Source: an optimization exercise on an open RTL-to-GDS flow (aim: a short achievable clock period and few clock cycles per item). Production flows keep margins and buffers that such runs may drop.
The RTL was checked by simulation tests, not by an equivalence proof against the original design.
No activity file was given, so power comes from the tool's default toggle rates.

### design/flow/run.sh
#!/bin/bash
# synth_recipe.tcl (not shown) runs the flow's synth.tcl, then flattens the netlist and writes it again
# the make line also repeats each setting of config.mk as NAME=value (left out here)
make -C /OpenROAD-flow-scripts/flow DESIGN_CONFIG=/design/flow/config.mk WORK_HOME=/design/flow/orfs CLKGATE_MAP_FILE= SYNTH_SCRIPT=/design/flow/synth_recipe.tcl finish
### design/flow/config.mk
export PLATFORM = sky130hd
export DESIGN_NAME = most_rbc
export DESIGN_NICKNAME = most_rbc
export VERILOG_FILES = /design/flow/design.v
export SDC_FILE = /design/flow/constraint.sdc
export NUM_CORES = 4
export LEC_CHECK = 0
export CAP_MARGIN = 20
export CORE_MARGIN = 2
export CORE_UTILIZATION = 40
export SLEW_MARGIN = 20
### design/flow/constraint.sdc
create_clock -name core_clock -period 10.0 [get_ports {clk}]
set_input_delay 2.0000 -clock core_clock [delete_from_list [all_inputs] [get_ports {clk}]]
set_output_delay 2.0000 -clock core_clock [all_outputs]
set_load 0.01 [all_outputs]
### design/flow/design.v
module most_rbc (
    input  wire        clk,
    input  wire        rst,
    input  wire        req_valid,
    input  wire        req_op,             
    input  wire [1:0]  req_half,           
    input  wire [31:0] req_frames,         
    input  wire [31:0] req_ring_frames,    
    input  wire [31:0] req_period_frames,  
    input  wire [7:0]  req_width,          
    input  wire        req_endian,         
    input  wire [15:0] req_channels,       
    output reg         rsp_valid,
    output reg         rsp_err,
    output reg         rsp_pe,
    output reg  [31:0] rsp_bufpos,
    output reg  [31:0] rsp_perpos,
    output wire [1:0]  ring_half,
    output wire        ring_rd_en,
    output wire [31:0] ring_rd_addr,
    input  wire [7:0]  ring_rd_data,
    output wire        ring_wr_en,
    output wire [31:0] ring_wr_addr,
    output wire [7:0]  ring_wr_data,
    output wire        unit_rd_en,
    output wire [31:0] unit_rd_addr,
    input  wire [7:0]  unit_rd_data,
    output wire        unit_wr_en,
    output wire [31:0] unit_wr_addr,
    output wire [7:0]  unit_wr_data
);
    localparam CODEC_COPY   = 2'd0;
    localparam CODEC_SWAP16 = 2'd1;
    localparam CODEC_SWAP24 = 2'd2;
    localparam CODEC_SWAP32 = 2'd3;
    localparam S_IDLE  = 3'd0;
    localparam S_SETUP = 3'd1;
    localparam S_RD    = 3'd2;
    localparam S_WR    = 3'd3;
    localparam S_FIN   = 3'd4;
    reg [31:0] ring_frames   [0:3];
    reg [31:0] period_frames [0:3];
    reg [17:0] frame_bytes   [0:3];
    reg [1:0]  codec         [0:3];
    reg        codec_valid   [0:3];
    reg [31:0] bufpos        [0:3];
    reg [31:0] perpos        [0:3];
    reg [2:0]  state;
    reg [1:0]  half;
    reg [31:0] nframes;
    reg [31:0] frames_left;
    reg [17:0] byte_in_frame;
    reg [1:0]  gidx;           
    reg [31:0] ring_grp;       
    reg [31:0] unit_grp;       
    reg [31:0] ring_bytes;     
    wire        dir_tx  = half[0];
    wire [1:0]  cur_codec = codec[half];
    wire [1:0]  glast   = cur_codec;             
    wire [1:0]  gperm   = glast - gidx;          
    reg        prep_ok;
    reg [1:0]  prep_codec;
    reg [2:0]  prep_sample_bytes;
    always @(*) begin
        prep_ok = 1'b1;
        prep_codec = CODEC_COPY;
        prep_sample_bytes = 3'd1;
        case (req_width)
            8'd8:  begin prep_codec = CODEC_COPY;   prep_sample_bytes = 3'd1; end
            8'd16: begin prep_codec = CODEC_SWAP16; prep_sample_bytes = 3'd2; end
            8'd24: begin prep_codec = CODEC_SWAP24; prep_sample_bytes = 3'd3; end
            8'd32: begin prep_codec = CODEC_SWAP32; prep_sample_bytes = 3'd4; end
            default: prep_ok = 1'b0;
        endcase
        if (req_endian)
            prep_codec = CODEC_COPY;
        if (req_channels == 16'd0 || req_ring_frames == 32'd0 || req_period_frames == 32'd0)
            prep_ok = 1'b0;
    end
    wire [32:0] bp_sum  = {1'b0, bufpos[half]} + {1'b0, nframes};
    wire [32:0] pp_sum  = {1'b0, perpos[half]} + {1'b0, nframes};
    wire        bp_wrap = bp_sum >= {1'b0, ring_frames[half]};
    wire        pp_wrap = pp_sum >= {1'b0, period_frames[half]};
    wire [31:0] bp_next = bp_wrap ? bp_sum[31:0] - ring_frames[half] : bp_sum[31:0];
    wire [31:0] pp_next = pp_wrap ? pp_sum[31:0] - period_frames[half] : pp_sum[31:0];
    wire [31:0] ring_lin  = ring_grp + {30'd0, gidx};
    wire [31:0] ring_perm = ring_grp + {30'd0, gperm};
    wire [31:0] unit_lin  = unit_grp + {30'd0, gidx};
    wire [31:0] unit_perm = unit_grp + {30'd0, gperm};
    assign ring_half    = half;
    assign ring_rd_en   = (state == S_RD) && dir_tx;
    assign ring_rd_addr = ring_lin;
    assign unit_rd_en   = (state == S_RD) && !dir_tx;
    assign unit_rd_addr = unit_lin;
    assign ring_wr_en   = (state == S_WR) && !dir_tx;
    assign ring_wr_addr = ring_perm;
    assign ring_wr_data = unit_rd_data;
    assign unit_wr_en   = (state == S_WR) && dir_tx;
    assign unit_wr_addr = unit_perm;
    assign unit_wr_data = ring_rd_data;
    wire [31:0] ring_grp_inc = ring_grp + {30'd0, glast} + 32'd1;
    integer i;
    always @(posedge clk) begin
        if (rst) begin
            state       <= S_IDLE;
            half        <= 2'd0;
            nframes     <= 32'd0;
            frames_left <= 32'd0;
            byte_in_frame <= 18'd0;
            gidx        <= 2'd0;
            ring_grp    <= 32'd0;
            unit_grp    <= 32'd0;
            ring_bytes  <= 32'd0;
            rsp_valid   <= 1'b0;
            rsp_err     <= 1'b0;
            rsp_pe      <= 1'b0;
            rsp_bufpos  <= 32'd0;
            rsp_perpos  <= 32'd0;
            for (i = 0; i < 4; i = i + 1) begin
                ring_frames[i]   <= 32'd0;
                period_frames[i] <= 32'd0;
                frame_bytes[i]   <= 18'd0;
                codec[i]         <= CODEC_COPY;
                codec_valid[i]   <= 1'b0;
                bufpos[i]        <= 32'd0;
                perpos[i]        <= 32'd0;
            end
        end else begin
            rsp_valid <= 1'b0;
            case (state)
                S_IDLE: begin
                    if (req_valid) begin
                        half <= req_half;
                        if (!req_op) begin
                            ring_frames[req_half]   <= req_ring_frames;
                            period_frames[req_half] <= req_period_frames;
                            frame_bytes[req_half]   <= prep_ok ? prep_sample_bytes * req_channels : 18'd0;
                            codec[req_half]         <= prep_ok ? prep_codec : CODEC_COPY;
                            codec_valid[req_half]   <= prep_ok;
                            bufpos[req_half]        <= 32'd0;
                            perpos[req_half]        <= 32'd0;
                            rsp_valid  <= 1'b1;
                            rsp_err    <= !prep_ok;
                            rsp_pe     <= 1'b0;
                            rsp_bufpos <= 32'd0;
                            rsp_perpos <= 32'd0;
                        end else if (!codec_valid[req_half] ||
                                     req_frames > ring_frames[req_half] ||
                                     req_frames > period_frames[req_half]) begin
                            rsp_valid  <= 1'b1;
                            rsp_err    <= 1'b1;
                            rsp_pe     <= 1'b0;
                            rsp_bufpos <= bufpos[req_half];
                            rsp_perpos <= perpos[req_half];
                        end else if (req_frames == 32'd0) begin
                            rsp_valid  <= 1'b1;
                            rsp_err    <= 1'b0;
                            rsp_pe     <= 1'b0;
                            rsp_bufpos <= bufpos[req_half];
                            rsp_perpos <= perpos[req_half];
                        end else begin
                            nframes <= req_frames;
                            state   <= S_SETUP;
                        end
                    end
                end
                S_SETUP: begin
                    ring_grp      <= bufpos[half] * {14'd0, frame_bytes[half]};
                    ring_bytes    <= ring_frames[half] * {14'd0, frame_bytes[half]};
                    unit_grp      <= 32'd0;
                    gidx          <= 2'd0;
                    byte_in_frame <= 18'd0;
                    frames_left   <= nframes;
                    state         <= S_RD;
                end
                S_RD: begin
                    state <= S_WR;
                end
                S_WR: begin
                    if (gidx == glast) begin
                        gidx     <= 2'd0;
                        ring_grp <= (ring_grp_inc == ring_bytes) ? 32'd0 : ring_grp_inc;
                        unit_grp <= unit_grp + {30'd0, glast} + 32'd1;
                    end else begin
                        gidx <= gidx + 2'd1;
                    end
                    state <= S_RD;
                    if (byte_in_frame == frame_bytes[half] - 18'd1) begin
                        byte_in_frame <= 18'd0;
                        frames_left   <= frames_left - 32'd1;
                        if (frames_left == 32'd1)
                            state <= S_FIN;
                    end else begin
                        byte_in_frame <= byte_in_frame + 18'd1;
                    end
                end
                S_FIN: begin
                    bufpos[half] <= bp_next;
                    perpos[half] <= pp_next;
                    rsp_valid    <= 1'b1;
                    rsp_err      <= 1'b0;
                    rsp_pe       <= pp_wrap;
                    rsp_bufpos   <= bp_next;
                    rsp_perpos   <= pp_next;
                    state        <= S_IDLE;
                end
                default: state <= S_IDLE;
            endcase
        end
    end
endmodule
==> out/summary.md <==
The final non-filler cell area was 87800 um^2. The number of synthesized register bits works out to 850. The synthesized netlist occupies a cell area of 78510 um^2. In this run the tool buffered the top-level ports with 327 buffer cells. Clock-pin slew was measured on the worst setup and hold paths at 0.06 ns. The logs give 0.2727 for the overall fraction of global-route tracks in use and 62725 for the via count. The final layout contains 9478 nets. TritonCTS built the clock tree. The worst setup path is of the flip-flop to flip-flop kind. For this run, the number of standard cells in the final layout without fillers is 10997. From left edge to right edge, the die measures 447.0 um.

The tools report the number of DRC violations after detailed-routing iteration 0 as 5832. For the total of max-cap violations, the log shows 0. Once the clock tree was built, the resizer swapped 0 gates to a different size. Across the VDD grid, the largest voltage drop is 360.8 uV. The flow ran to the end and the layout has no timing, DRC or antenna violations. For the number of fill cells in the layout, the log shows 18707. The first detailed-routing pass ran for 7 iterations. In the routed layout, each cell is associated on average with a via count of 5.704. After detailed routing, the average wire length per cell comes to 24.93 um.

The core region is 195000 um^2. Count of flip-flops with a built-in enable after synthesis: 596. The proportion of netlist area held by the largest area contributor works out to 0.2280. Once detailed placement completed, the half-perimeter wirelength came to 200.6 mm. For the total length of routed wires, the log shows 274.2 mm. The run gives 0.4503 as the utilization after layout.

The primary flip-flop cell chosen by synthesis mapping was sky130_fd_sc_hd__edfxtp_1. The logs give 0 for the final-report hold violation count and 0 for the post-route antenna net violation count. The placed instances occupy a cell area of 84390 um^2. Along the worst path, the maximum fanout reaches 35.

The sequential area share after synthesis was 0.2927; the area added between synthesis and finish was 11.84%. Across the routed clock network, the largest skew measured is 0.09484 ns. In the synthesized netlist, the number of instances is 8183. For this run, design rule violations remaining after detail routing come to 0. The die area was 199800 um^2. The startpoint identified for the worst hold timing path is ring_bytes[0]. The number of warnings reported in the yosys synthesis log was 1.

The clock passes through at most 3 buffers. The post-synthesis cell type with the largest combined area is sky130_fd_sc_hd__edfxtp_1. The effective utilization at floorplan is 0.4026.

Initial antenna violation count: 12. At the worst endpoint, the arrival time is 9.40 ns. For the pin with the worst max-slew slack, the measured transition is 1.208 ns. Across all hold checks on the routed design, the worst slack comes to 0.4694 ns. The height of the chip works out to 447.0 um.

Synthesis produced a netlist with a net count of 9377. STA classifies the critical path startpoint as a flip-flop. The clock period could shrink to 8.825 ns. Sorting the synthesized cells by area gives the leading types as sky130_fd_sc_hd__edfxtp_1, sky130_fd_sc_hd__fa_1, sky130_fd_sc_hd__mux4_2, sky130_fd_sc_hd__dfxtp_1, sky130_fd_sc_hd__ha_1.

Setup repair after global routing left no endpoint under its margin. For this run the aggregate overflow at the end of global routing stands at 0. The proportion of layout cells with a drive suffix above 1 is 0.08066, and the wire length of the first global-routing pass is 408.7 mm. Dividing total power by cell area gives a power density of 238.8 nW/um^2. The total negative slack was 0 ns.

The logs give 162 for the number of rows created at floorplan and 63921 for the number of global-route vias before repair. The number of distinct library cells after synthesis is 96. Clock tree synthesis selected as its root buffer the cell sky130_fd_sc_hd__clkbuf_16. The synthesized area per cell came out at 9.594 um^2. The async set-reset flop share out of synthesis was 0.

The type of element capturing the critical path is a flip-flop. For the required time of the worst setup path, the log shows 10.57 ns. Buffers inserted during clock tree synthesis total 97. The logs give 850 for the number of sinks on the clock net and 3 for the maximum level of the CTS H-tree.

The post-route fraction of the period consumed by the critical path came out at 0.8825. The tools report the top-level I/O count as 360. The min-delay analysis places its worst path in the category flip-flop to flip-flop. Number of buffers inserted by post-CTS setup repair: 0. The final-report setup violation count is 0, and the number of pins with negative max-slew slack in the final report is 0. In this run the static leakage power is 36.64 nW. The worst max-slew margin expressed relative to the limit came out at 0.1946. Clock latency on the worst-skew pair, taken at its later pin, is 0.78 ns.

At the end of routability-driven placement, the weighted congestion stood at 0.9677. Counting tap cells, the placed design contains a total of 10807 instances. For this design, the CTS-stage hold fixing added 0 buffers. The largest net degree at the start of global routing was 75; the maximum clock rate was 113.3 MHz.
-- worst max-delay path, cell delays in order (launching register included) --
cell and delay [ns]:
sky130_fd_sc_hd__dfxtp_4 0.63, sky130_fd_sc_hd__mux2_2 0.38, sky130_fd_sc_hd__o21ai_1 0.15, sky130_fd_sc_hd__buf_4 0.24
sky130_fd_sc_hd__clkinv_1 0.45, sky130_fd_sc_hd__ha_1 0.45, sky130_fd_sc_hd__fa_1 0.46, sky130_fd_sc_hd__a211o_1 0.35
sky130_fd_sc_hd__a211oi_1 0.23, sky130_fd_sc_hd__o21bai_1 0.14, sky130_fd_sc_hd__a211o_1 0.39, sky130_fd_sc_hd__a21oi_1 0.33
sky130_fd_sc_hd__o21ai_0 0.19, sky130_fd_sc_hd__o41ai_1 0.33, sky130_fd_sc_hd__xnor2_1 0.17, sky130_fd_sc_hd__ha_1 0.46
sky130_fd_sc_hd__nand3_1 0.16, sky130_fd_sc_hd__nor2_1 0.23, sky130_fd_sc_hd__nand2_1 0.13, sky130_fd_sc_hd__nor4_1 0.35
sky130_fd_sc_hd__a311oi_1 0.10, sky130_fd_sc_hd__o2111ai_1 0.31, sky130_fd_sc_hd__or2_2 0.87, sky130_fd_sc_hd__mux2i_1 0.72
sky130_fd_sc_hd__a2bb2oi_1 0.26, sky130_fd_sc_hd__a21oi_1 0.11
-- layer usage --
metal,GRT usage,share of wire,vias up
met2,0.4542,0.47,2804
met3,0.04843,0.082,624
met4,0.1304,0.054,16
met1,0.3425,0.39,31692
li1,-,-,27589
met5,0,0.00042,-
-- path summary, 6_finish.rpt --
| path | end | slack (ns) | depth (start not counted) |
|---|---|---|---|
| worst min register to register | ring_bytes[0] | 0.47 | 2 |
| worst max register to register | rsp_bufpos[5] | 1.17 | 25 |
| worst max-delay path | rsp_bufpos[5] | 1.17 | 25 |
| worst min-delay path | ring_bytes[0] | 0.47 | 2 |
-- through the flow --
stage / setup slack (ns) / power (mW)
detailed placement: 1.266 / 17.16
global placement: 1.515 / 16.97
CTS: 1.218 / 20.94
floorplan: 1.467 / 13.41
global route: 0.6444 / 22.65
finish: 1.175 / 20.97
-- cell usage after synthesis, drive strengths merged (14+ instances only) --
cell        n
o21bai     23
and3       80
o21ai     236
o22ai      41
mux2i     103
a22oi      15
dfxtp     254
o21a       50
a21oi     314
edfxtp    596
mux4      260
nor3      121
xnor2     309
ha        360
or2        23
a311oi     14
nand4      73
xor2      153
clkbuf    341
and4       14
nand2     988
fa        691
a21o       86
nor4       77
o211ai     31
a2bb2oi    17
and2      377
nor2b      53
buf       114
nand3     127
mux2       30
a31oi      31
nand2b     40
or3        26
o31ai      22
inv      1098
a211oi     39
nor2      760
-- layout make-up --
| type | count | area (um^2) | share of cell area |
|---|---|---|---|
| Multi-Input combinational cell | 5767 | 49680 | 0.5658 |
| Tap cell | 2624 | 3283 | 0.03739 |
| Antenna cell | 5 | 12.51 | 0.0001425 |
| Clock inverter | 41 | 488.0 | 0.005557 |
| Timing Repair Buffer | 457 | 4327 | 0.04928 |
| Sequential cell | 850 | 22990 | 0.2618 |
| Clock buffer | 142 | 2853 | 0.03249 |
| Inverter | 1111 | 4170 | 0.04749 |
-- registers in the layout (all words and copies together) (netlist names), 4 cells and up, named ones only --
name	flops
codec	8
frame_bytes	72
frames_left	32
period_frames	128
perpos	128
nframes	32
codec_valid	4
rsp_perpos	32
rsp_bufpos	32
byte_in_frame	18
ring_bytes	32
ring_frames	128
bufpos	128
unit_grp	32
ring_grp	32
-- report_power, final --
group / switching [mW] / internal (mW) / leakage [nW]
Combinational: 7.78 / 5.27 / 26.8
Sequential: 0.224 / 3.96 / 8.24
Clock: 1.59 / 2.15 / 1.62
Total: 9.59 / 11.4 / 36.6
-- cells by family (layout without fill, tap and decap cells) --
logic type | after synthesis | count (layout) | share of synthesized area
AND/OR/NAND/NOR | 2811 | 2811 | 0.1674
buffers and inverters | 1566 | 1751 | 0.07699
adder cells (fa/ha/maj) | 1051 | 1051 | 0.2336
AO/OA/AOI/OAI | 1047 | 1047 | 0.08479
flip-flops | 850 | 850 | 0.2927
XOR/XNOR | 465 | 465 | 0.05240
multiplexers | 393 | 393 | 0.09212
other | 0 | 5 | 0
-- layout by cell type, fill, tap and decap left out, types with 30 or more instances in the layout --
| master | instances |
|---|---|
| sky130_fd_sc_hd__a211oi_1 | 39 |
| sky130_fd_sc_hd__a21o_1 | 86 |
| sky130_fd_sc_hd__a21oi_1 | 312 |
| sky130_fd_sc_hd__a31oi_1 | 31 |
| sky130_fd_sc_hd__and2_1 | 375 |
| sky130_fd_sc_hd__and3_1 | 80 |
| sky130_fd_sc_hd__buf_4 | 125 |
| sky130_fd_sc_hd__clkbuf_16 | 102 |
| sky130_fd_sc_hd__clkdlybuf4s50_1 | 324 |
| sky130_fd_sc_hd__dfxtp_1 | 252 |
| sky130_fd_sc_hd__edfxtp_1 | 596 |
| sky130_fd_sc_hd__fa_1 | 691 |
| sky130_fd_sc_hd__ha_1 | 360 |
| sky130_fd_sc_hd__inv_1 | 1096 |
| sky130_fd_sc_hd__mux2_2 | 30 |
| sky130_fd_sc_hd__mux2i_1 | 102 |
| sky130_fd_sc_hd__mux4_2 | 260 |
| sky130_fd_sc_hd__nand2_1 | 978 |
| sky130_fd_sc_hd__nand2b_1 | 40 |
| sky130_fd_sc_hd__nand3_1 | 123 |
| sky130_fd_sc_hd__nand4_1 | 72 |
| sky130_fd_sc_hd__nor2_1 | 754 |
| sky130_fd_sc_hd__nor2b_1 | 52 |
| sky130_fd_sc_hd__nor3_1 | 118 |
| sky130_fd_sc_hd__nor4_1 | 69 |
| sky130_fd_sc_hd__o211ai_1 | 30 |
| sky130_fd_sc_hd__o21a_1 | 50 |
| sky130_fd_sc_hd__o21ai_0 | 213 |
| sky130_fd_sc_hd__o22ai_1 | 41 |
| sky130_fd_sc_hd__xnor2_1 | 309 |
| sky130_fd_sc_hd__xor2_1 | 153 |
Testbench counts, summed over its fixed seeds: cycles 3,146,768, bytes 1,567,162.

==> afterwards: timing with drivers on the ports <==
The flow's constraints put no driver on any port. The routed layout listed below was extracted and timed again, unchanged, in two steps. Step 1, drivers: a clkbuf_16 drives clk and a buf_2 each remaining input, both assumed. Step 2, shift: input delay + t, output delay - t, t = (earliest + latest rising clock arrival at the registers) / 2. This alone moves slack from input paths to output paths. a / b / c = ideal / step 1 / step 2; a / b = the first two.
shift t [ns]: 0.817
slack for setup (ns): 1.175 / 1.175 / 1.175
latest minus earliest clock arrival (ns): 0.097 / 0.097
After both steps this run still meets setup and hold. The setup slack of this run moves by 0.000 ns with the drivers and by 0.000 ns with both steps.
